Background: an optimization exercise with open tools, aiming at small area and few clock cycles. Do not read the settings as production practice.
In this exercise RTL edits were held to simulation tests only and were not proved equivalent to the original.
Power figures rest on the tool's default switching activity, not on a simulated workload.

==> design.v <==
module qca7k_core (
    input  wire        clk,
    input  wire        rst,
    input  wire        req_valid,
    output wire        req_ready,
    input  wire [7:0]  req_op,
    input  wire        req_read,
    input  wire        req_internal,
    input  wire [15:0] req_reg,
    input  wire [15:0] req_val,
    input  wire [15:0] req_size,
    input  wire        req_dst_valid,
    input  wire [7:0]  req_dst,
    output wire        rsp_valid,
    output reg  [3:0]  rsp_code,
    output reg  [15:0] rsp_data,
    output wire        bus_valid,
    output reg  [1:0]  bus_kind,
    output reg  [7:0]  bus_txd,
    input  wire        bus_ready,
    input  wire [7:0]  bus_rxd,
    output wire        src_req,
    output wire [10:0] src_addr,
    input  wire        src_ack,
    input  wire [7:0]  src_data,
    output wire        mw_valid,
    output wire [7:0]  mw_buf,
    output wire [10:0] mw_addr,
    output wire [7:0]  mw_data
);
    localparam [1:0] K_BEGIN = 2'd0, K_END = 2'd1, K_TX = 2'd2, K_RX = 2'd3;
    localparam [3:0] OP_ENCODE_CMD  = 4'h0, OP_REG_READ    = 4'h1,
                     OP_REG_WRITE   = 4'h2, OP_GET_MASK    = 4'h3,
                     OP_SET_MASK    = 4'h4, OP_ENABLE_ALL  = 4'h5,
                     OP_DISABLE_ALL = 4'h6, OP_ENABLE      = 4'h7,
                     OP_DISABLE     = 4'h8, OP_FETCH_ACK   = 4'h9,
                     OP_READ_SIG    = 4'hA, OP_STARTUP     = 4'hB,
                     OP_SOFT_RESET  = 4'hC, OP_SEND        = 4'hD,
                     OP_RECEIVE     = 4'hE, OP_RESERVED    = 4'hF;
    localparam [3:0] R_OK = 4'd0, R_BAD_SIGNATURE = 4'd1, R_FRAME_OVERFLOW = 4'd2,
                     R_WRITE_BUFFER_INSUFFICIENT = 4'd3, R_NULL_RECEIVE_BUFFER = 4'd4,
                     R_EMPTY_READ_BUFFER = 4'd5, R_INTERNAL_ERROR = 4'd6,
                     R_SUCCESS = 4'd7, R_IN_PROGRESS = 4'd8, R_REFUSED = 4'd15;
    localparam [4:0] RH_BFR_SIZE = 5'h01, RH_WRBUF_SPC_AVA = 5'h02,
                     RH_RDBUF_BYTE_AVA = 5'h03, RH_SPI_CONFIG = 5'h04,
                     RH_INTR_CAUSE = 5'h0C, RH_INTR_ENABLE = 5'h0D,
                     RH_SIGNATURE = 5'h1A;
    localparam [10:0] FRAME_MAX = 11'd1522, FRAME_MIN = 11'd60;
    localparam [15:0] SIGNATURE_EXPECTED = 16'hAA55;
    localparam [15:0] INT_ALL = 16'h0047;
    localparam [15:0] SPI_CONFIG_RESET = 16'h0040;
    localparam [7:0] SOF_BYTE = 8'hAA, RSVD_BYTE = 8'h00, EOF_BYTE = 8'h55;
    localparam [2:0] S_SOF = 3'd0, S_FL = 3'd1, S_RSVD = 3'd2, S_FRAME = 3'd3,
                     S_EOF = 3'd4, S_SUCCESS = 3'd5, S_IERR = 3'd6;
    localparam [3:0] P_IDLE = 4'd0, P_RESP = 4'd1, P_BEGIN = 4'd2, P_CMD_HI = 4'd3,
                     P_CMD_LO = 4'd4, P_DATA_HI = 4'd5, P_DATA_LO = 4'd6,
                     P_END = 4'd7, P_HDR = 4'd8, P_PAY = 4'd9, P_TAIL = 4'd10,
                     P_RXLOOP = 4'd11;
    localparam [1:0] T_REG_READ = 2'd0, T_REG_WRITE = 2'd1, T_EXT_WRITE = 2'd2,
                     T_EXT_READ = 2'd3;
    reg [3:0]  phase;
    reg [1:0]  step;           
    reg [3:0]  op;             
    reg [4:0]  rh;             
    reg [15:0] d;              
    reg [10:0] size;           
    reg [7:0]  sb;             
    reg        sv;             
    reg [2:0]  rx_state;
    reg [1:0]  rx_k;           
    reg [10:0] rx_len;
    reg [10:0] rx_cur;
    reg        rx_buf_valid;
    reg [7:0]  rx_buf;
    reg reg_known;
    always @(*) begin
        case (req_reg)
            16'h0100, 16'h0200, 16'h0300, 16'h0400,
            16'h0C00, 16'h0D00, 16'h1A00: reg_known = 1'b1;
            default: reg_known = 1'b0;
        endcase
    end
    wire [3:0] req_opc = (req_op[7:4] == 4'd0) ? req_op[3:0] : OP_RESERVED;
    wire        size_small = (size < FRAME_MIN);
    wire [10:0] send_n     = size_small ? FRAME_MIN : size;
    wire [10:0] send_need  = send_n + 11'd10;
    wire        sa_end     = (d[10:0] >= size);       
    wire [7:0] b = bus_rxd;
    reg [2:0]  ns_state;
    reg [1:0]  ns_k;
    reg [10:0] ns_len;
    reg [10:0] ns_cur;
    reg        bs_end;         
    reg        bs_mem;
    reg [7:0] sent;
    always @(*) begin
        case (rx_state)
            S_RSVD:  sent = RSVD_BYTE;
            S_EOF:   sent = EOF_BYTE;
            default: sent = SOF_BYTE;
        endcase
    end
    wire [15:0] fl_len = {b, rx_len[7:0]};
    wire [10:0] cur_inc = rx_cur + 11'd1;
    always @(*) begin
        ns_state = rx_state;
        ns_k     = rx_k - 2'd1;
        ns_len   = rx_len;
        ns_cur   = rx_cur;
        bs_end   = 1'b0;
        bs_mem   = 1'b0;
        case (rx_state)
            S_SOF, S_RSVD, S_EOF: begin
                if (b == sent) begin
                    if (rx_k == 2'd0) begin
                        ns_k = 2'd1;
                        if (rx_state == S_SOF) begin
                            ns_state = S_FL;
                        end else if (rx_state == S_RSVD) begin
                            ns_cur = 11'd0;
                            ns_state = (rx_len == 11'd0) ? S_EOF : S_FRAME;
                        end else begin
                            bs_end   = 1'b1;
                            ns_state = S_SUCCESS;
                        end
                    end
                end else begin
                    ns_state = S_SOF;
                    ns_k     = (rx_state != S_SOF && b == SOF_BYTE) ? 2'd2 : 2'd3;
                end
            end
            S_FL: begin
                if (rx_k == 2'd1) begin
                    ns_len = {3'd0, b};
                end else begin
                    ns_len = fl_len[10:0];
                    if (fl_len > {5'd0, FRAME_MAX}) begin
                        ns_state = S_SOF;
                        ns_k     = 2'd3;
                    end else begin
                        ns_state = S_RSVD;
                        ns_k     = 2'd1;
                    end
                end
            end
            S_FRAME: begin
                bs_mem = 1'b1;
                ns_cur = cur_inc;
                if (cur_inc == rx_len) begin
                    ns_state = S_EOF;
                    ns_k     = 2'd1;
                end
            end
            default: begin
                bs_end   = 1'b1;
                ns_state = S_IERR;
            end
        endcase
    end
    wire       fetch   = (op == OP_SEND) && (step == 2'd2);
    wire       pay_src = !sa_end || sv;               
    wire       sb_pop  = (phase == P_PAY) && bus_ready && sv;
    assign src_req  = fetch && !sa_end && (!sv || sb_pop);
    assign src_addr = d[10:0];
    wire   sb_push  = src_req && src_ack;
    reg [1:0] tkind;
    reg [4:0] treg;
    always @(*) begin
        tkind = T_REG_READ;
        treg  = RH_INTR_ENABLE;
        case (op)
            OP_REG_READ:  treg = rh;
            OP_REG_WRITE: begin tkind = T_REG_WRITE; treg = rh; end
            OP_SET_MASK, OP_ENABLE_ALL, OP_DISABLE_ALL: tkind = T_REG_WRITE;
            OP_ENABLE, OP_DISABLE: if (step != 2'd0) tkind = T_REG_WRITE;
            OP_SOFT_RESET: begin
                treg = RH_SPI_CONFIG;
                if (step != 2'd0) tkind = T_REG_WRITE;
            end
            OP_FETCH_ACK: begin
                if (step != 2'd1) tkind = T_REG_WRITE;
                if (step != 2'd0) treg = RH_INTR_CAUSE;
            end
            OP_READ_SIG: treg = RH_SIGNATURE;
            OP_STARTUP:
                if (step[1]) tkind = T_REG_WRITE;
                else         treg  = RH_SIGNATURE;
            OP_SEND:
                if (step == 2'd0)      treg  = RH_WRBUF_SPC_AVA;
                else if (step == 2'd1) begin tkind = T_REG_WRITE; treg = RH_BFR_SIZE; end
                else                   tkind = T_EXT_WRITE;
            OP_RECEIVE:
                if (step == 2'd0) treg  = RH_RDBUF_BYTE_AVA;
                else              tkind = T_EXT_READ;
            default: ;
        endcase
    end
    reg bv;
    always @(*) begin
        bv       = 1'b1;
        bus_kind = K_TX;
        bus_txd  = 8'h00;
        case (phase)
            P_BEGIN:   bus_kind = K_BEGIN;
            P_CMD_HI:
                case (tkind)
                    T_REG_READ:  bus_txd = {3'b110, treg};
                    T_REG_WRITE: bus_txd = {3'b010, treg};
                    T_EXT_READ:  bus_txd = 8'h80;
                    default:     bus_txd = 8'h00;
                endcase
            P_CMD_LO:  ;
            P_DATA_HI, P_DATA_LO:
                if (tkind == T_REG_READ) bus_kind = K_RX; else bus_txd = d[15:8];
            P_HDR:
                case (d[15:13])
                    3'd4:    bus_txd = send_n[7:0];
                    3'd5:    bus_txd = {5'd0, send_n[10:8]};
                    3'd6, 3'd7: bus_txd = 8'h00;
                    default: bus_txd = SOF_BYTE;
                endcase
            P_PAY: begin
                if (pay_src) begin
                    bus_txd = sb;
                    bv      = sv;
                end
            end
            P_TAIL:    bus_txd = EOF_BYTE;
            P_RXLOOP:  bus_kind = K_RX;
            P_END:     bus_kind = K_END;
            default:   bv = 1'b0;
        endcase
    end
    assign bus_valid = bv;
    wire bus_fire = bv && bus_ready;
    assign mw_valid = (phase == P_RXLOOP) && bus_ready && bs_mem;
    assign mw_buf   = rx_buf;
    assign mw_addr  = rx_cur;
    assign mw_data  = bus_rxd;
    wire sig_ok   = (d == SIGNATURE_EXPECTED);
    wire space_ok = !(d < {5'd0, send_need});
    reg last;                  
    always @(*) begin
        case (op)
            OP_ENABLE, OP_DISABLE, OP_SOFT_RESET: last = (step == 2'd1);
            OP_FETCH_ACK:                         last = (step == 2'd2);
            OP_STARTUP:  last = (step == 2'd2) || (step == 2'd1 && !sig_ok);
            OP_SEND:     last = (step == 2'd2) || (step == 2'd0 && !space_ok);
            OP_RECEIVE:  last = (step == 2'd1) || (d == 16'd0);
            default:     last = 1'b1;
        endcase
    end
    wire end_fire  = (phase == P_END) && bus_ready;
    wire finishing = end_fire && last;
    assign rsp_valid = (phase == P_RESP) || finishing;
    assign req_ready = (phase == P_IDLE) || rsp_valid;
    wire   req_fire  = req_valid && req_ready;
    always @(*) begin
        rsp_code = R_OK;
        rsp_data = 16'd0;
        if (phase == P_RESP) begin
            case (op)
                OP_ENCODE_CMD: begin rsp_code = R_OK; rsp_data = d; end
                OP_SEND:       rsp_code = R_FRAME_OVERFLOW;
                OP_RECEIVE:    rsp_code = R_NULL_RECEIVE_BUFFER;
                default:       rsp_code = R_REFUSED;
            endcase
        end else begin
            case (op)
                OP_REG_READ, OP_GET_MASK, OP_READ_SIG, OP_FETCH_ACK: rsp_data = d;
                OP_STARTUP: if (step == 2'd1) rsp_code = R_BAD_SIGNATURE;
                OP_SEND:    if (step == 2'd0) rsp_code = R_WRITE_BUFFER_INSUFFICIENT;
                OP_RECEIVE:
                    if (step == 2'd0) rsp_code = R_EMPTY_READ_BUFFER;
                    else if (rx_state == S_SUCCESS) begin
                        rsp_code = R_SUCCESS;
                        rsp_data = {5'd0, rx_len};
                    end else if (rx_state == S_IERR) begin
                        rsp_code = R_INTERNAL_ERROR;
                    end else begin
                        rsp_code = R_IN_PROGRESS;
                        rsp_data = {13'd0, rx_state};
                    end
                default: ;
            endcase
        end
    end
    wire [7:0] rd_old = d[15:8];
    reg  [7:0] rd_new;
    always @(*) begin
        case (op)
            OP_ENABLE, OP_SOFT_RESET: rd_new = b | rd_old;
            OP_DISABLE:               rd_new = b & ~rd_old;
            default:                  rd_new = b;
        endcase
    end
    integer i;
    always @(posedge clk) begin
        if (rst) begin
            phase        <= P_IDLE;
            step         <= 2'd0;
            sv           <= 1'b0;
            rx_state     <= S_SOF;
            rx_buf_valid <= 1'b0;
        end else begin
            if (sb_push) sb <= src_data;
            sv <= sb_push || (sv && !sb_pop);
            if (sb_push || (phase == P_PAY && bus_fire && !sv))
                d[10:0] <= d[10:0] + 11'd1;
            if (phase == P_RESP || finishing) phase <= P_IDLE;
            case (phase)
                P_BEGIN:  if (bus_fire) phase <= P_CMD_HI;
                P_CMD_HI: if (bus_fire) phase <= P_CMD_LO;
                P_CMD_LO: if (bus_fire) begin
                    case (tkind)
                        T_EXT_WRITE: phase <= P_HDR;
                        T_EXT_READ:  phase <= P_RXLOOP;
                        default:     phase <= P_DATA_HI;
                    endcase
                end
                P_DATA_HI, P_DATA_LO: if (bus_fire) begin
                    d <= {d[7:0], (tkind == T_REG_READ) ? rd_new : d[15:8]};
                    phase <= (phase == P_DATA_HI) ? P_DATA_LO : P_END;
                end
                P_HDR: if (bus_fire) begin
                    d[15:13] <= d[15:13] + 3'd1;
                    if (d[15:13] == 3'd7) phase <= P_PAY;
                end
                P_PAY: if (bus_fire) begin
                    if (sv ? (sa_end && !size_small) : (d[10:0] == 11'd59))
                        phase <= P_TAIL;
                end
                P_TAIL: if (bus_fire) begin
                    d[15:13] <= d[15:13] + 3'd1;
                    if (d[15:13] == 3'd1) phase <= P_END;
                end
                P_RXLOOP: if (bus_fire) begin
                    rx_state <= ns_state;
                    rx_k     <= ns_k;
                    rx_len   <= ns_len;
                    rx_cur   <= ns_cur;
                    d        <= d - 16'd1;
                    if (bs_end || d == 16'd1) phase <= P_END;
                end
                P_END: if (bus_fire && !last) begin
                    step  <= step + 2'd1;
                    phase <= P_BEGIN;
                    case (op)
                        OP_STARTUP:
                            if (step == 2'd1) d <= INT_ALL;
                        OP_SEND:
                            if (step == 2'd0) d <= {5'd0, send_need};
                            else              d <= 16'd0;
                        default: ;
                    endcase
                end
                default: ;
            endcase
            if (req_fire) begin
                op    <= req_opc;
                step  <= 2'd0;
                size  <= req_size[10:0];
                phase <= P_BEGIN;
                rh    <= req_reg[12:8];
                d     <= 16'd0;
                case (req_opc)
                    OP_ENCODE_CMD: begin
                        phase <= P_RESP;
                        d     <= {req_read, req_internal,
                                  req_internal ? req_reg[13:0] : 14'd0};
                    end
                    OP_REG_READ:
                        if (!reg_known) phase <= P_RESP;
                    OP_REG_WRITE:
                        if (!reg_known) phase <= P_RESP;
                        else            d <= req_val;
                    OP_SET_MASK, OP_ENABLE, OP_DISABLE: d <= req_val;
                    OP_ENABLE_ALL: d <= INT_ALL;
                    OP_SOFT_RESET: d <= SPI_CONFIG_RESET;
                    OP_GET_MASK, OP_DISABLE_ALL, OP_FETCH_ACK,
                    OP_READ_SIG, OP_STARTUP: ;
                    OP_SEND:
                        if (req_size > {5'd0, FRAME_MAX}) phase <= P_RESP;
                    OP_RECEIVE: begin
                        if (!req_dst_valid) begin
                            phase <= P_RESP;
                        end else if (!rx_buf_valid || rx_buf != req_dst ||
                                     rx_state == S_SUCCESS || rx_state == S_IERR) begin
                            rx_state     <= S_SOF;
                            rx_k         <= 2'd3;
                            rx_buf_valid <= 1'b1;
                            rx_buf       <= req_dst;
                        end
                    end
                    default: phase <= P_RESP;
                endcase
            end
        end
    end
endmodule
==> flow/run.sh <==
#!/bin/bash
# Layout flow: the standard flow (standard.sh) with two changes.
#  1. After the standard synthesis, the combinational logic between the
#     registers is re-mapped by ABC with an area-oriented script (area.abc).
#     Every register keeps its instance name and cell type; ports are kept.
#  2. Port buffers use the smallest buffer cell (buf_1) instead of the
#     default clkdlybuf4s50_1. Every input and output port still gets one.
# Each tool's full output goes to a log file in this folder.
set -euo pipefail
WORK=$(pwd)
FLOWDIR=$WORK/flow
RES=$WORK/orfs/results/sky130hd/qca7k_core/base
LIB=$FLOW_HOME/platforms/sky130hd/lib/sky130_fd_sc_hd__tt_025C_1v80.lib
export TMPDIR=$WORK/tmp
mkdir -p "$TMPDIR"

# 1. standard synthesis
bash standard.sh synth > log_1_standard_synth.log 2>&1
cp "$RES/1_2_yosys.v" "$WORK/1_2_yosys.standard.v"

# 2. re-map the combinational logic, registers untouched
DU=$(grep -A40 '^export DONT_USE_CELLS' "$FLOW_HOME/platforms/sky130hd/config.mk" \
     | grep -o 'sky130_fd_sc_hd__[a-z0-9_]*' | sed 's/^/-dont_use /' | tr '\n' ' ')
FFS=$(grep -o 'sky130_fd_sc_hd__[a-z0-9_]*' "$WORK/1_2_yosys.standard.v" | sort -u \
      | grep -E '__(e|s|se)?df|__dl|__conb' | tr '\n' ' ')
cat > "$WORK/reopt.ys" <<EOT
read_liberty -ignore_miss_func $LIB
read_verilog $WORK/1_2_yosys.standard.v
hierarchy -top $FLOW_TOP
setattr -mod -set keep_hierarchy 1 $FFS
flatten
blackbox $FFS
opt_clean
tee -o $WORK/reopt_stat_before.txt stat -liberty $LIB
abc -liberty $LIB $DU -script $FLOWDIR/area.abc
opt_clean -purge
hilomap -singleton -hicell sky130_fd_sc_hd__conb_1 HI -locell sky130_fd_sc_hd__conb_1 LO
insbuf -buf sky130_fd_sc_hd__buf_1 A X
opt_clean -purge
tee -o $WORK/reopt_stat_after.txt stat -liberty $LIB
read_liberty -lib -ignore_redef $LIB
hierarchy -top $FLOW_TOP
check -assert -mapped
write_verilog -noattr -nohex -nodec $WORK/1_2_yosys.reopt.v
EOT
YOSYS=$FLOW_HOME/../tools/install/yosys/bin/yosys
[[ -x $YOSYS ]] || YOSYS=yosys
"$YOSYS" -s "$WORK/reopt.ys" > log_2_reopt_yosys.log 2>&1
cp "$WORK/1_2_yosys.reopt.v" "$RES/1_2_yosys.v"
rm -f "$RES/1_synth.odb"
touch "$RES/1_2_yosys.v"
bash standard.sh synth > log_3_synth_odb.log 2>&1

# 3. the rest of the standard flow, with small port buffers
export BUFFER_PORTS_ARGS="-buffer_cell sky130_fd_sc_hd__buf_1"
bash standard.sh > log_4_standard_finish.log 2>&1
==> flow/area.abc <==
strash
dc2
balance; rewrite; refactor; balance; rewrite; rewrite -z; balance; refactor -z; rewrite -z; balance
balance; rewrite; refactor; balance; rewrite; rewrite -z; balance; refactor -z; rewrite -z; balance
&get -n
&dch -f
&nf -R 1000 -p
&put
topo
==> standard.sh <==
#!/bin/bash
# synth_recipe.tcl (not shown) runs the flow's synth.tcl, then flattens the netlist and writes it again
# the make line also repeats each setting of config.mk as NAME=value (left out here)
make -C /OpenROAD-flow-scripts/flow DESIGN_CONFIG=/design/flow/config.mk WORK_HOME=/design/flow/orfs CLKGATE_MAP_FILE= SYNTH_SCRIPT=/design/flow/synth_recipe.tcl "${@:-finish}"
==> config.mk <==
export PLATFORM = sky130hd
export DESIGN_NAME = qca7k_core
export DESIGN_NICKNAME = qca7k_core
export VERILOG_FILES = /design/flow/design.v
export SDC_FILE = /design/flow/constraint.sdc
export NUM_CORES = 4
export LEC_CHECK = 0
export ABC_AREA = 1
export CAP_MARGIN = 20
export CORE_MARGIN = 2
export CORE_UTILIZATION = 40
export CTS_BUF_LIST = sky130_fd_sc_hd__clkbuf_4 sky130_fd_sc_hd__clkbuf_8
export PLACE_DENSITY = 0.6
export SLEW_MARGIN = 20
==> constraint.sdc <==
create_clock -name core_clock -period 7.0 [get_ports {clk}]
set_input_delay 1.4000 -clock core_clock [delete_from_list [all_inputs] [get_ports {clk}]]
set_output_delay 1.4000 -clock core_clock [all_outputs]
set_load 0.01 [all_outputs]
==> results of run 1 <==
tightest hold or removal path, cell delays in order (launching register included):
cell and delay, ns:
dfxtp_1 0.34, nor2_1 0.10, nor2_1 0.04
state kept, by name (all words and copies together) (netlist names):
| name | flops |
|---|---|
| rx_buf | 8 |
| rx_state | 3 |
| phase | 4 |
| op | 4 |
| rx_len | 11 |
| size | 11 |
| sb | 8 |
| rh | 5 |
| step | 2 |
| rx_buf_valid | 1 |
| d | 16 |
| rx_k | 2 |
| rx_cur | 11 |
| sv | 1 |
layout by cell type, fill, tap and decap left out, drive strengths merged, types with 11 or more instances in the layout:
| cell type | count |
|---|---|
| nor2 | 102 |
| a221oi | 19 |
| nand2b | 20 |
| clkinv | 24 |
| edfxtp | 76 |
| nor2b | 12 |
| nand4 | 12 |
| and2 | 13 |
| nor4 | 14 |
| a31oi | 15 |
| nand2 | 106 |
| a21oi | 76 |
| o21ai | 65 |
| o22ai | 18 |
| xnor2 | 27 |
| xor2 | 16 |
| a32oi | 11 |
| nor3 | 37 |
| dfxtp | 11 |
| buf | 178 |
| nand3 | 35 |
area by class of cell:
cell class	instances	area, sq um
diodes	1	2.502
clock buffers	10	131.4
clock inverters	6	93.84
fillers	1661	8658
inverters	21	78.83
multi-input cells	708	4046
flip-flops and latches	87	2502
well taps	220	275.3
repair buffers	178	735.7
power by group:
group,internal [mW],switching [mW]
sequential,0.577,0.0366
clock,0.208,0.202
combinational,0.0659,0.113
total,0.851,0.352
stage by stage:
stage	cell area [sq um]	worst slack, ns	hold WS (ns)	util	instances
detailed placement	7631	0.7684	0.5033	0.4618	1214
CTS	7856	0.3465	0.5211	0.4754	1230
global placement	7631	0.9476	0.5054	0.4618	1214
finish	7866	0.4328	0.5161	0.4760	1231
global route	7864	0.1112	0.5695	0.4759	1230
floorplan	6756	1.375	0.4405	-	854
worst max path at each step:
| stage | end | slack [ns] | cells past startpoint |
|---|---|---|---|
| 5_1_grt | req_ready | 0.11 | 14 |
| 2_1_floorplan | op[0]$_DFFE_PP_ | 1.38 | 14 |
| 3_3_place_gp | req_ready | 0.95 | 14 |
| 6_report | req_ready | 0.43 | 14 |
| 4_1_cts | req_ready | 0.35 | 14 |
| 3_5_place_dp | req_ready | 0.77 | 14 |
per-layer routing:
layer / wire (um) / track usage
met1: 11350 / 0.4040
met2: 11900 / 0.4613
met3: 2554 / 0.05064
met4: 924 / 0.1194
met5: 0 / 0
what timing repair did:
| action | in CTS | in global routing |
|---|---|---|
| hold buffers | 0 | 0 |
| gates resized for setup | 0 | 1 |
| setup endpoints to repair | 0 | 1 |
==> results.py, run 1 <==
metrics = {
    "grt": {
        "antenna_found_initial": 0,
        "grt.overflow.total": 0,
        "grt_pass1_vias": 7057,
        "grt_pass1_wl_um": 40200,
        "grt_usage": 0.2942,
        "grt_max_degree": 24,
    },
    "setup_path": {
        "cp_max_fo": 8,
        "worst_setup_path_end_kind": "primary output",
        "r2r_cells": 18,
        "critPathKind": "reg2out",
        "crit_buf_inv": 1,
        "worst-r2r-setup-slack_ns": 1.02,
        "crit_top_cell": "nor2_1",
        "r2r_end": "d[1]$_DFFE_PN_",
        "crit_chain": "or3_1 -> nor3_1 -> a211oi_1 -> nor4_1 -> nand2_1 -> xnor2_1 -> nor2_1 -> nor2_1 -> a222oi_1 -> o2111ai_1 -> a31oi_1 -> o311ai_1 -> o31ai_1 -> buf_1",
        "cp_slowest_stage_delay_ns": 0.70,
        "cp_slowest_cell": "nor4_1",
        "crit_arrival_ns": 5.17,
        "r2r_start": "size[6]$_DFFE_PP_",
        "crit_family": "simple AND/OR/NAND/NOR gates",
        "cp-startpoint": "size[6]$_DFFE_PP_",
        "cp-start-kind": "flop",
        "cp.required_ns": 5.60,
    },
    "power": {
        "ir_worst_vdd_mv": 0.1065,
        "power_per_cell_area_nw_per_um2": 153.0,
        "power_leakage_nw": 2.473,
        "finalPower_mw": 1.203,
    },
    "synth": {
        "postSynthCellCount": 854,
        "avgSynthCellArea_sq_um": 7.912,
        "yosys_warnings": 1,
        "synth_nets": 942,
        "syn_area_sq_um": 6756,
    },
    "detailed_routing": {
        "vias": 7623,
        "drtPass1Iterations": 6,
        "drtIter0Drc": 943,
        "viasPerCell": 6.193,
        "ant_nets": 0,
        "wl_per_cell_um": 21.71,
        "drc": 0,
        "wl_um": 26730,
    },
    "sta": {
        "worst_pin_slew_ns": 1.004,
        "period_needed_ns": 6.567,
        "finalSetupTns_ns": 0,
        "rsz0062_at_grt": "no",
        "hold_violations": 0,
        "fin_crit_sh": 0.9382,
        "fmax_mhz": 152.3,
        "slew_headroom": 0.3304,
        "setup_violations": 0,
        "skew_ns": 0.01239,
        "drv_slew": 0,
    },
    "die": {
        "dieArea_sq_um": 17950,
        "initial_core_util": 0.4089,
        "die_w_um": 134.0,
        "rows": 47,
        "design.core.area_sq_um": 16520,
        "die_h_um": 134.0,
        "io_pins": 161,
    },
    "clock_network": {
        "clkTransAtPathRegs_ns": 0.10,
        "numCtsBuffers": 9,
        "cts_tree": "yes",
        "clk_path_buf_depth": 2,
        "clk_latency_ns": 0.39,
        "cts_sinks": 87,
        "root_buffer": "clkbuf_8",
        "htree_levels": 3,
        "cts_setup_buffers": 0,
    },
    "min_path": {
        "hold_class": "reg2reg",
        "hold_path_depth": 2,
        "min_to": "rx_buf_valid$_SDFFE_PP0P_",
        "hold_start": "rx_buf_valid$_SDFFE_PP0P_",
    },
    "status": {
        "status": "no timing/DRC/antenna violations",
    },
    "finish": {
        "drive_gt1_frac": 0.03663,
        "syn_to_final_growth_pct": 16.43,
        "fin_nets": 1093,
    },
    "place": {
        "gp_congestion": 0.9998,
        "port_buffers": 160,
        "dp_hpwl_um": 20420,
    },
    "job": {
        "max_cap_violations": 0,
    },
}
Testbench counts, summed over its fixed seeds: cycles 1,340,452.
==> run 2: changes to the inputs <==
==> flow/run.sh (replaced) <==
#!/bin/bash
# Layout flow: the standard flow (standard.sh) with two changes.
#  1. After the standard synthesis, the combinational logic between the
#     registers is re-mapped by ABC with area-oriented scripts (area*.abc);
#     the smallest result is kept. Every register keeps its instance name
#     and cell type, and the ports are kept. Internal net names are
#     hidden so that register outputs drive output ports without buffers.
#  2. Port buffers use the smallest buffer cell (buf_1) instead of the
#     default clkdlybuf4s50_1. Every input and output port still gets one.
# Each tool's full output goes to a log file in this folder.
set -euo pipefail
WORK=$(pwd)
FLOWDIR=$WORK/flow
RES=$WORK/orfs/results/sky130hd/qca7k_core/base
LIB=$FLOW_HOME/platforms/sky130hd/lib/sky130_fd_sc_hd__tt_025C_1v80.lib
YOSYS=$FLOW_HOME/../tools/install/yosys/bin/yosys
[[ -x $YOSYS ]] || YOSYS=yosys
export TMPDIR=$WORK/tmp
mkdir -p "$TMPDIR"

# 1. standard synthesis
bash standard.sh synth > log_1_standard_synth.log 2>&1
cp "$RES/1_2_yosys.v" "$WORK/1_2_yosys.standard.v"

# 2. re-map the combinational logic, registers untouched
DU=$(grep -A40 '^export DONT_USE_CELLS' "$FLOW_HOME/platforms/sky130hd/config.mk" \
     | grep -o 'sky130_fd_sc_hd__[a-z0-9_]*' | sed 's/^/-dont_use /' | tr '\n' ' ')
FFS=$(grep -o 'sky130_fd_sc_hd__[a-z0-9_]*' "$WORK/1_2_yosys.standard.v" | sort -u \
      | grep -E '__(e|s|se)?df|__dl|__conb' | tr '\n' ' ')
best=""
best_area=""
for sc in "$FLOWDIR"/area*.abc; do
  k=$(basename "$sc" .abc)
  cat > "$WORK/reopt_$k.ys" <<EOT
read_liberty -ignore_miss_func $LIB
read_verilog $WORK/1_2_yosys.standard.v
hierarchy -top $FLOW_TOP
setattr -mod -set keep_hierarchy 1 $FFS
flatten
rename -hide w:* i:* o:* %u %d
blackbox $FFS
opt_clean
abc -liberty $LIB $DU -script $sc
opt_clean -purge
hilomap -singleton -hicell sky130_fd_sc_hd__conb_1 HI -locell sky130_fd_sc_hd__conb_1 LO
insbuf -buf sky130_fd_sc_hd__buf_1 A X
opt_clean -purge
read_liberty -lib -ignore_redef $LIB
hierarchy -top $FLOW_TOP
check -assert -mapped
tee -o $WORK/reopt_$k.stat stat -liberty $LIB
write_verilog -noattr -nohex -nodec $WORK/1_2_yosys.$k.v
EOT
  if "$YOSYS" -s "$WORK/reopt_$k.ys" > "log_2_reopt_$k.log" 2>&1; then
    a=$(grep 'Chip area' "$WORK/reopt_$k.stat" | grep -o '[0-9.]*$')
    echo "$k $a" >> reopt_areas.txt
    if [[ -z "$best" ]] || awk -v a="$a" -v b="$best_area" 'BEGIN{exit !(a < b)}'; then
      best=$k; best_area=$a
    fi
  fi
done
echo "chosen $best $best_area" >> reopt_areas.txt
if [[ -n "$best" ]]; then
  cp "$WORK/1_2_yosys.$best.v" "$RES/1_2_yosys.v"
  rm -f "$RES/1_synth.odb"
  touch "$RES/1_2_yosys.v"
  bash standard.sh synth > log_3_synth_odb.log 2>&1
fi

# 3. the rest of the standard flow, with small port buffers
export BUFFER_PORTS_ARGS="-buffer_cell sky130_fd_sc_hd__buf_1"
bash standard.sh > log_4_standard_finish.log 2>&1
==> flow/area1.abc (new file) <==
strash
dc2
balance; rewrite; refactor; balance; rewrite; rewrite -z; balance; refactor -z; rewrite -z; balance
balance; rewrite; refactor; balance; rewrite; rewrite -z; balance; refactor -z; rewrite -z; balance
&get -n
&dch -f
&nf -R 1000 -p
&put
topo
==> flow/area2.abc (new file) <==
strash
dc2
balance; rewrite; refactor; balance; rewrite; rewrite -z; balance; refactor -z; rewrite -z; balance
balance; rewrite; refactor; balance; rewrite; rewrite -z; balance; refactor -z; rewrite -z; balance
&get -n
&dch -f
&nf -R 1000 -p
&put
strash
dc2
balance; rewrite; refactor; balance; rewrite; rewrite -z; balance; refactor -z; rewrite -z; balance
&get -n
&dch -f
&nf -R 1000 -p
&put
topo
==> flow/area3.abc (new file) <==
strash
&get -n
&fraig -x
&put
dc2
strash
&get -n
&dch -f
&nf -R 1000
&put
topo
==> flow/area4.abc (new file) <==
strash
dc2
balance; rewrite; refactor; balance; rewrite; rewrite -z; balance; refactor -z; rewrite -z; balance
&get -n
&dch -f
&nf -R 1000
&put
topo
==> flow/area5.abc (new file) <==
strash
&get -n
&fraig -x
&put
scorr
dc2
dretime
strash
&get -n
&dch -f
&nf -R 1000
&put
topo
==> flow/area6.abc (new file) <==
strash
dch -f
map -a
topo
strash
dc2
balance; rewrite; refactor; balance; rewrite; rewrite -z; balance; refactor -z; rewrite -z; balance
&get -n
&dch -f
&nf -R 1000 -p
&put
topo
--- a/config.mk
+++ b/config.mk
@@ -10,5 +10,6 @@
 export CORE_MARGIN = 2
 export CORE_UTILIZATION = 40
 export CTS_BUF_LIST = sky130_fd_sc_hd__clkbuf_4 sky130_fd_sc_hd__clkbuf_8
+export GPL_TIMING_DRIVEN = 0
 export PLACE_DENSITY = 0.6
 export SLEW_MARGIN = 20
removed: flow/area.abc
==> run 2 against run 1 <==
  * Worst hold slack got worse by 0.063 ns
  * Synthesized cell count is 6.3% lower
  * Clock power is 15% lower
  * Largest power group unchanged
  * First-iteration DRC count down 1.7%
  * Routed wire length decreased by 6.7%
  * Still clean
  * Clock skew up 0.0055 ns
  * Maximum frequency is 2.3% lower
  * Combinational power decreased by 4%
  * Flip-flop and latch count is the same
  * Final cell count down 2.9%
==> results.py, run 2 <==
metrics = {
    "status": {
        "status": "no timing/DRC/antenna violations",
    },
    "detailed_routing": {
        "viasPerCell": 6.182,
        "wl_um": 24940,
        "vias": 7388,
        "drc": 0,
        "drtIter0Drc": 927,
        "wl_per_cell_um": 20.87,
        "ant_nets": 0,
        "drtPass1Iterations": 6,
    },
    "power": {
        "p_comb_frac": 0.151,
        "p_clk_frac": 0.309,
        "p_int_uw": 777.4,
        "finalPower_mw": 1.135,
        "power_per_cell_area_nw_per_um2": 147.0,
        "ir_worst_vdd_mv": 0.1049,
        "p_switching_uw": 357.8,
        "power_leakage_nw": 2.371,
        "p_sw_frac": 0.3152,
        "power.share.sequential": 0.540,
    },
    "sta": {
        "drv_slew": 0,
        "fmax_mhz": 148.7,
        "slew_headroom": 0.2766,
        "finalSetupTns_ns": 0,
        "period_needed_ns": 6.723,
        "setup_slack_ns": 0.2766,
        "holdWs_ns": 0.4526,
        "fin_crit_sh": 0.9605,
        "skew_ns": 0.01790,
        "hold_violations": 0,
        "rsz0062_at_grt": "no",
        "setup_violations": 0,
        "worst_pin_slew_ns": 1.074,
    },
    "place": {
        "gp_congestion": 0.9671,
        "dp_hpwl_um": 19090,
        "dp_cells": 1179,
        "dp_slack_ns": -0.2657,
        "port_buffers": 160,
    },
    "grt": {
        "grt_pass1_vias": 6591,
        "grt_pass1_wl_um": 37490,
        "grt.overflow.total": 0,
        "grt_usage": 0.2753,
        "grt_max_degree": 23,
        "antenna_found_initial": 0,
    },
    "setup_path": {
        "cp-start-kind": "flop",
        "cp_max_fo": 8,
        "critPathKind": "reg2out",
        "crit_arrival_ns": 5.32,
        "worst_setup_path_end_kind": "primary output",
        "cp.required_ns": 5.60,
    },
    "job": {
        "max_cap_violations": 0,
    },
    "die": {
        "initial_core_util": 0.4130,
        "die_w_um": 132.5,
        "io_pins": 161,
        "dieArea_sq_um": 17570,
        "design.core.area_sq_um": 16000,
        "rows": 46,
        "die_h_um": 132.5,
    },
    "clock_network": {
        "clk_path_buf_depth": 2,
        "numCtsBuffers": 9,
        "clk_latency_ns": 0.40,
        "clkTransAtPathRegs_ns": 0.10,
        "htree_levels": 3,
        "cts_setup_buffers": 0,
        "root_buffer": "clkbuf_8",
        "cts_sinks": 87,
        "cts_tree": "yes",
    },
    "finish": {
        "final_cell_mix": "168 x buf_1, 97 x nand2_1, 87 x nor2_1",
        "regMostFlops": "d",
        "drive_gt1_frac": 0.02758,
        "multi_input_area_sq_um": 4041,
        "fillerInstances": 1651,
        "n_antenna_cell": 0,
        "final_cells": 1195,
        "syn_to_final_growth_pct": 16.89,
        "final-seq-area_sq_um": 2502,
        "largest_reg_flops": 16,
        "final_common_cell": "buf_1",
        "fin_nets": 1062,
    },
    "min_path": {
        "hold_class": "reg2reg",
    },
    "synth": {
        "avgSynthCellArea_sq_um": 8.261,
        "postSynthCellCount": 800,
        "yosys_warnings": 1,
        "synth_nets": 888,
        "syn_area_sq_um": 6609,
    },
}
[run 2: per-stage QoR]
step | cell area, sq um | utilization
global placement | 7480 | 0.4675
global route | 7725 | 0.4828
finish | 7725 | 0.4828
floorplan | 6609 | -
detailed placement | 7527 | 0.4704
CTS | 7719 | 0.4824
[run 2: path summary, 6_finish.rpt]
path                                                   to  slack (ns)                 startpoint  cells after the start
worst min-delay path            rx_buf_valid$_SDFFE_PP0P_        0.45  rx_buf_valid$_SDFFE_PP0P_                      2
worst min register to register  rx_buf_valid$_SDFFE_PP0P_        0.45  rx_buf_valid$_SDFFE_PP0P_                      2
worst max register to register            d[13]$_DFFE_PP_        0.35          size[8]$_DFFE_PP_                     16
worst max-delay path                            req_ready        0.28          size[8]$_DFFE_PP_                     15
[run 2: critical path, stage by stage, from the launching register on]
cell	delay (ns)
edfxtp_1	0.53
or3_1	0.40
nor3_2	0.40
a211oi_1	0.23
nor4_2	0.47
xnor2_1	0.20
a222oi_1	0.30
o21ai_0	0.15
a222oi_1	0.33
nor2_1	0.13
a2111oi_0	0.67
nor3_1	0.08
o21ai_0	0.37
nand3_1	0.25
o31ai_1	0.22
buf_1	0.20
[run 2: routing by layer]
layer,vias to the layer above,GRT usage,part of all wire
li1,3478,-,-
met3,48,0.03985,0.095
met5,-,0,0
met2,462,0.4372,0.45
met4,0,0.1051,0.028
met1,3400,0.3802,0.42
[run 2: timing repair]
item,4_1_cts,5_1_grt
endpoints found under the hold margin,0,0
hold buffers,0,0
resized for setup,2,1
setup endpoints to repair,9,28
[run 2: cell type report]
type / count / area share
Clock inverter: 7 / 0.007937
Buffer: 8 / 0.003887
Sequential cell: 87 / 0.3239
Clock buffer: 9 / 0.01604
Timing Repair Buffer: 163 / 0.08082
Multi-Input combinational cell: 686 / 0.5232
Tap cell: 216 / 0.03499
Inverter: 19 / 0.009232
[run 2: power by group through the flow]
stage | sequential [mW] | combinational (mW) | clock (mW)
2_1_floorplan | 0.610 | 0.0963 | 0
3_3_place_gp | 0.624 | 0.165 | 0
3_5_place_dp | 0.623 | 0.168 | 0
4_1_cts | 0.611 | 0.168 | 0.356
5_1_grt | 0.615 | 0.187 | 0.375
6_report | 0.613 | 0.172 | 0.350
==> run 3: changes to the inputs <==
--- a/design.v
+++ b/design.v
@@ -61,7 +61,7 @@
     reg [3:0]  phase;
     reg [1:0]  step;           
     reg [3:0]  op;             
-    reg [4:0]  rh;             
+    reg [2:0]  rh;             
     reg [15:0] d;              
     reg [10:0] size;           
     reg [7:0]  sb;             
@@ -163,14 +163,16 @@
     assign src_req  = fetch && !sa_end && (!sv || sb_pop);
     assign src_addr = d[10:0];
     wire   sb_push  = src_req && src_ack;
+    wire [4:0] rh_byte = {rh[2] & rh[1], rh[2], ~rh[1] & (rh[2] | ~rh[0]),
+                          rh[1], rh[0]};
     reg [1:0] tkind;
     reg [4:0] treg;
     always @(*) begin
         tkind = T_REG_READ;
         treg  = RH_INTR_ENABLE;
         case (op)
-            OP_REG_READ:  treg = rh;
-            OP_REG_WRITE: begin tkind = T_REG_WRITE; treg = rh; end
+            OP_REG_READ:  treg = rh_byte;
+            OP_REG_WRITE: begin tkind = T_REG_WRITE; treg = rh_byte; end
             OP_SET_MASK, OP_ENABLE_ALL, OP_DISABLE_ALL: tkind = T_REG_WRITE;
             OP_ENABLE, OP_DISABLE: if (step != 2'd0) tkind = T_REG_WRITE;
             OP_SOFT_RESET: begin
@@ -211,7 +213,10 @@
                 endcase
             P_CMD_LO:  ;
             P_DATA_HI, P_DATA_LO:
-                if (tkind == T_REG_READ) bus_kind = K_RX; else bus_txd = d[15:8];
+                if (tkind == T_REG_READ) bus_kind = K_RX;
+                else if (op == OP_SEND)    
+                    bus_txd = (phase == P_DATA_HI) ? {5'd0, send_need[10:8]} : send_need[7:0];
+                else                      bus_txd = d[15:8];
             P_HDR:
                 case (d[15:13])
                     3'd4:    bus_txd = send_n[7:0];
@@ -349,8 +354,7 @@
                         OP_STARTUP:
                             if (step == 2'd1) d <= INT_ALL;
                         OP_SEND:
-                            if (step == 2'd0) d <= {5'd0, send_need};
-                            else              d <= 16'd0;
+                            d <= 16'd0;
                         default: ;
                     endcase
                 end
@@ -361,7 +365,7 @@
                 step  <= 2'd0;
                 size  <= req_size[10:0];
                 phase <= P_BEGIN;
-                rh    <= req_reg[12:8];
+                rh    <= {req_reg[11], req_reg[9], req_reg[8]};
                 d     <= 16'd0;
                 case (req_opc)
                     OP_ENCODE_CMD: begin
==> run 3 against run 2 <==
  * Still clean
  * Final cell count grew 0.84%
  * Routed wire length shrank 4.3%
  * Non-clock buffer count shrank 1
  * First-iteration DRC count grew 6.9%
  * Cell area shrank 1.2%
  * Critical path depth grew 2
  * Area after synthesis shrank 1.5%
  * Sequential power shrank 1%
  * Worst hold slack gained 0.043 ns
  * Critical endpoint unchanged
  * Largest power group unchanged
==> results.py, run 3 <==
metrics = {
    "synth": {
        "avgSynthCellArea_sq_um": 8.024,
        "yosys_warnings": 1,
        "syn_area_sq_um": 6507,
        "postSynthCellCount": 811,
        "synth_nets": 899,
    },
    "finish": {
        "stdcell_area_sq_um": 7630,
        "syn_to_final_growth_pct": 17.25,
        "final_cells": 1205,
        "regMostFlops": "d",
        "largest_reg_flops": 16,
        "n_antenna_cell": 0,
        "drive_gt1_frac": 0.02629,
        "final_cell_mix": "168 x buf_1, 111 x nand2_1, 102 x nor2_1",
        "final_common_cell": "buf_1",
        "fin_nets": 1072,
    },
    "clock_network": {
        "cts_setup_buffers": 0,
        "cts_sinks": 85,
        "htree_levels": 3,
        "clkTransAtPathRegs_ns": 0.09,
        "numCtsBuffers": 9,
        "clk_path_buf_depth": 2,
        "cts_tree": "yes",
        "root_buffer": "clkbuf_8",
        "clk_latency_ns": 0.38,
    },
    "detailed_routing": {
        "viasPerCell": 6.080,
        "wl_um": 23860,
        "drtPass1Iterations": 5,
        "drc": 0,
        "drtIter0Drc": 991,
        "vias": 7327,
        "ant_nets": 0,
        "wl_per_cell_um": 19.80,
    },
    "sta": {
        "hold_violations": 0,
        "worst_pin_slew_ns": 1.070,
        "period_needed_ns": 6.363,
        "slew_headroom": 0.2802,
        "fin_crit_sh": 0.9090,
        "rsz0062_at_grt": "no",
        "skew_ns": 0.01596,
        "setup_violations": 0,
        "drv_slew": 0,
        "setup_slack_ns": 0.6367,
        "fmax_mhz": 157.2,
    },
    "power": {
        "power_per_cell_area_nw_per_um2": 148.1,
        "power.share.sequential": 0.536,
        "ir_worst_vdd_mv": 0.07803,
        "p_int_uw": 795.1,
        "p_comb_frac": 0.145,
        "finalPower_mw": 1.130,
        "p_sw_frac": 0.2961,
        "p_switching_uw": 334.5,
        "power_leakage_nw": 2.357,
        "p_clk_frac": 0.319,
    },
    "die": {
        "dieArea_sq_um": 17310,
        "design.core.area_sq_um": 15890,
        "rows": 46,
        "die_w_um": 131.6,
        "initial_core_util": 0.4097,
        "io_pins": 161,
        "die_h_um": 131.6,
    },
    "setup_path": {
        "critPathKind": "reg2out",
        "worst_setup_path_end_kind": "primary output",
        "cp-start-kind": "flop",
        "crit_arrival_ns": 4.96,
        "cp_max_fo": 8,
        "crit_chain": "or3_1 -> nor3_2 -> a211oi_1 -> nor3_1 -> nand2_1 -> xor2_1 -> a222oi_1 -> o21ai_0 -> nor4b_1 -> a221oi_1 -> o21ai_0 -> a22oi_1 -> a211o_1 -> and2_0 -> nand2_1 -> o31ai_1 -> buf_1",
        "cp.required_ns": 5.60,
        "crit_buf_inv": 1,
        "r2r_start": "size[6]$_DFFE_PP_",
        "r2r_cells": 20,
        "r2r_end": "d[2]$_DFFE_PN_",
        "worst-r2r-setup-slack_ns": 0.97,
        "cp_slowest_cell": "edfxtp_1",
        "crit_family": "simple AND/OR/NAND/NOR gates",
        "cp_slowest_stage_delay_ns": 0.53,
    },
    "place": {
        "dp_hpwl_um": 18320,
        "dp_cells": 1189,
        "dp_slack_ns": 0.5540,
        "port_buffers": 160,
        "dpl-instance-area_sq_um": 7417,
        "gp_congestion": 0.9816,
    },
    "job": {
        "max_cap_violations": 0,
    },
    "min_path": {
        "hold_start": "rx_buf_valid$_SDFFE_PP0P_",
        "hold_path_depth": 2,
        "hold_class": "reg2reg",
        "min_to": "rx_buf_valid$_SDFFE_PP0P_",
    },
    "grt": {
        "grt_pass1_vias": 6547,
        "grt_max_degree": 37,
        "grt_pass1_wl_um": 36760,
        "antenna_found_initial": 0,
        "grt_usage": 0.2670,
        "grt.overflow.total": 0,
    },
    "status": {
        "status": "no timing/DRC/antenna violations",
    },
}
run 3: through the flow:
step / hold slack (ns) / setup TNS, ns / utilization
CTS: 0.4968 / 0 / 0.4791
global route: 0.5111 / 0 / 0.4803
finish: 0.4959 / 0 / 0.4803
floorplan: 0.4337 / 0 / -
global placement: 0.4589 / -4.100 / 0.4645
detailed placement: 0.4763 / 0 / 0.4669
run 3: power by group through the flow:
stage	clock network [mW]	registers (mW)	logic (mW)
CTS	0.370	0.603	0.162
global placement	0	0.615	0.159
finish	0.361	0.605	0.164
detailed placement	0	0.614	0.161
global route	0.387	0.606	0.181
floorplan	0	0.598	0.0935
run 3: repair_timing:
action                                 CTS  global route
resized for setup                        0             2
endpoints found under the hold margin    0             0
hold buffers                             0             0
setup endpoints to repair                0             9
run 3: worst reg2reg max path, stage by stage, from the launching register on:
cell      delay, ns
edfxtp_1       0.53
or3_1          0.43
nor3_2         0.37
a211oi_1       0.19
nor3_1         0.51
nand2_1        0.13
xor2_1         0.21
a222oi_1       0.28
o21ai_0        0.12
nor4b_1        0.17
a221oi_1       0.24
o21ai_0        0.13
a22oi_1        0.18
a211o_1        0.22
and2_0         0.20
nand2_1        0.16
o31ai_1        0.23
nand2_2        0.56
a41o_1         0.48
a221oi_1       0.35
a31oi_1        0.07
run 3: worst max path at each step:
stage | end | startpoint | cells after the start | slack [ns]
6_report | req_ready | size[6]$_DFFE_PP_ | 17 | 0.64
2_1_floorplan | op[0]$_DFFE_PP_ | size[6]$_DFFE_PP_ | 18 | 1.32
5_1_grt | req_ready | size[6]$_DFFE_PP_ | 17 | 0.30
4_1_cts | rx_buf[2]$_DFFE_PP_ | size[6]$_DFFE_PP_ | 18 | 0.49
3_5_place_dp | rx_buf[5]$_DFFE_PP_ | size[6]$_DFFE_PP_ | 18 | 0.55
3_3_place_gp | size[1]$_DFFE_PP_ | size[6]$_DFFE_PP_ | 18 | -0.22
run 3: area by class of cell:
class / instances / area [sq um]
flip-flops and latches: 85 / 2442
clock inverters: 6 / 62.56
clock buffers: 10 / 131.4
well taps: 216 / 270.3
multi-input cells: 689 / 3968
repair buffers: 162 / 616.8
fillers: 1661 / 8255
inverters: 29 / 108.9
plain buffers: 8 / 30.03
run 3: metal layers:
layer  GRT usage  share of wire  vias to the layer above
met5           0              0                        -
met4     0.06341          0.013                        0
met3     0.04437           0.10                       24
met2      0.3895           0.42                      420
met1      0.4090           0.47                     3427
li1            -              -                     3456
Testbench counts of run 3, summed over its fixed seeds: cycles 1,340,452.

port drivers added, routing unchanged:
The flow's constraints put no driver on any port. The routed layouts listed below were extracted and timed again, unchanged, in two steps. Step 1 (the two cells are an assumption about what drives the block):
set clk [get_ports {clk}]
set_driving_cell -lib_cell sky130_fd_sc_hd__clkbuf_16 $clk
set_driving_cell -lib_cell sky130_fd_sc_hd__buf_2 [delete_from_list [all_inputs] $clk]
Step 2 times the ports against the registers' clock, not the clock port: input delays grow and output delays shrink by t, the midpoint of the rising clock arrivals with the driver on. a / b / c = no drivers / after step 1 / after step 2; a / b = the first two.
| run | t (ns) | slack for setup (ns) | pins driven straight from the clock port |
|---|---|---|---|
| run 1 | 0.426 | 0.433 / 0.392 / 0.818 | 1 |
| run 2 | 0.432 | 0.277 / 0.237 / 0.347 | 1 |
| run 3 | 0.412 | 0.637 / 0.597 / 0.968 | 1 |
After both steps every run listed still meets setup and hold.
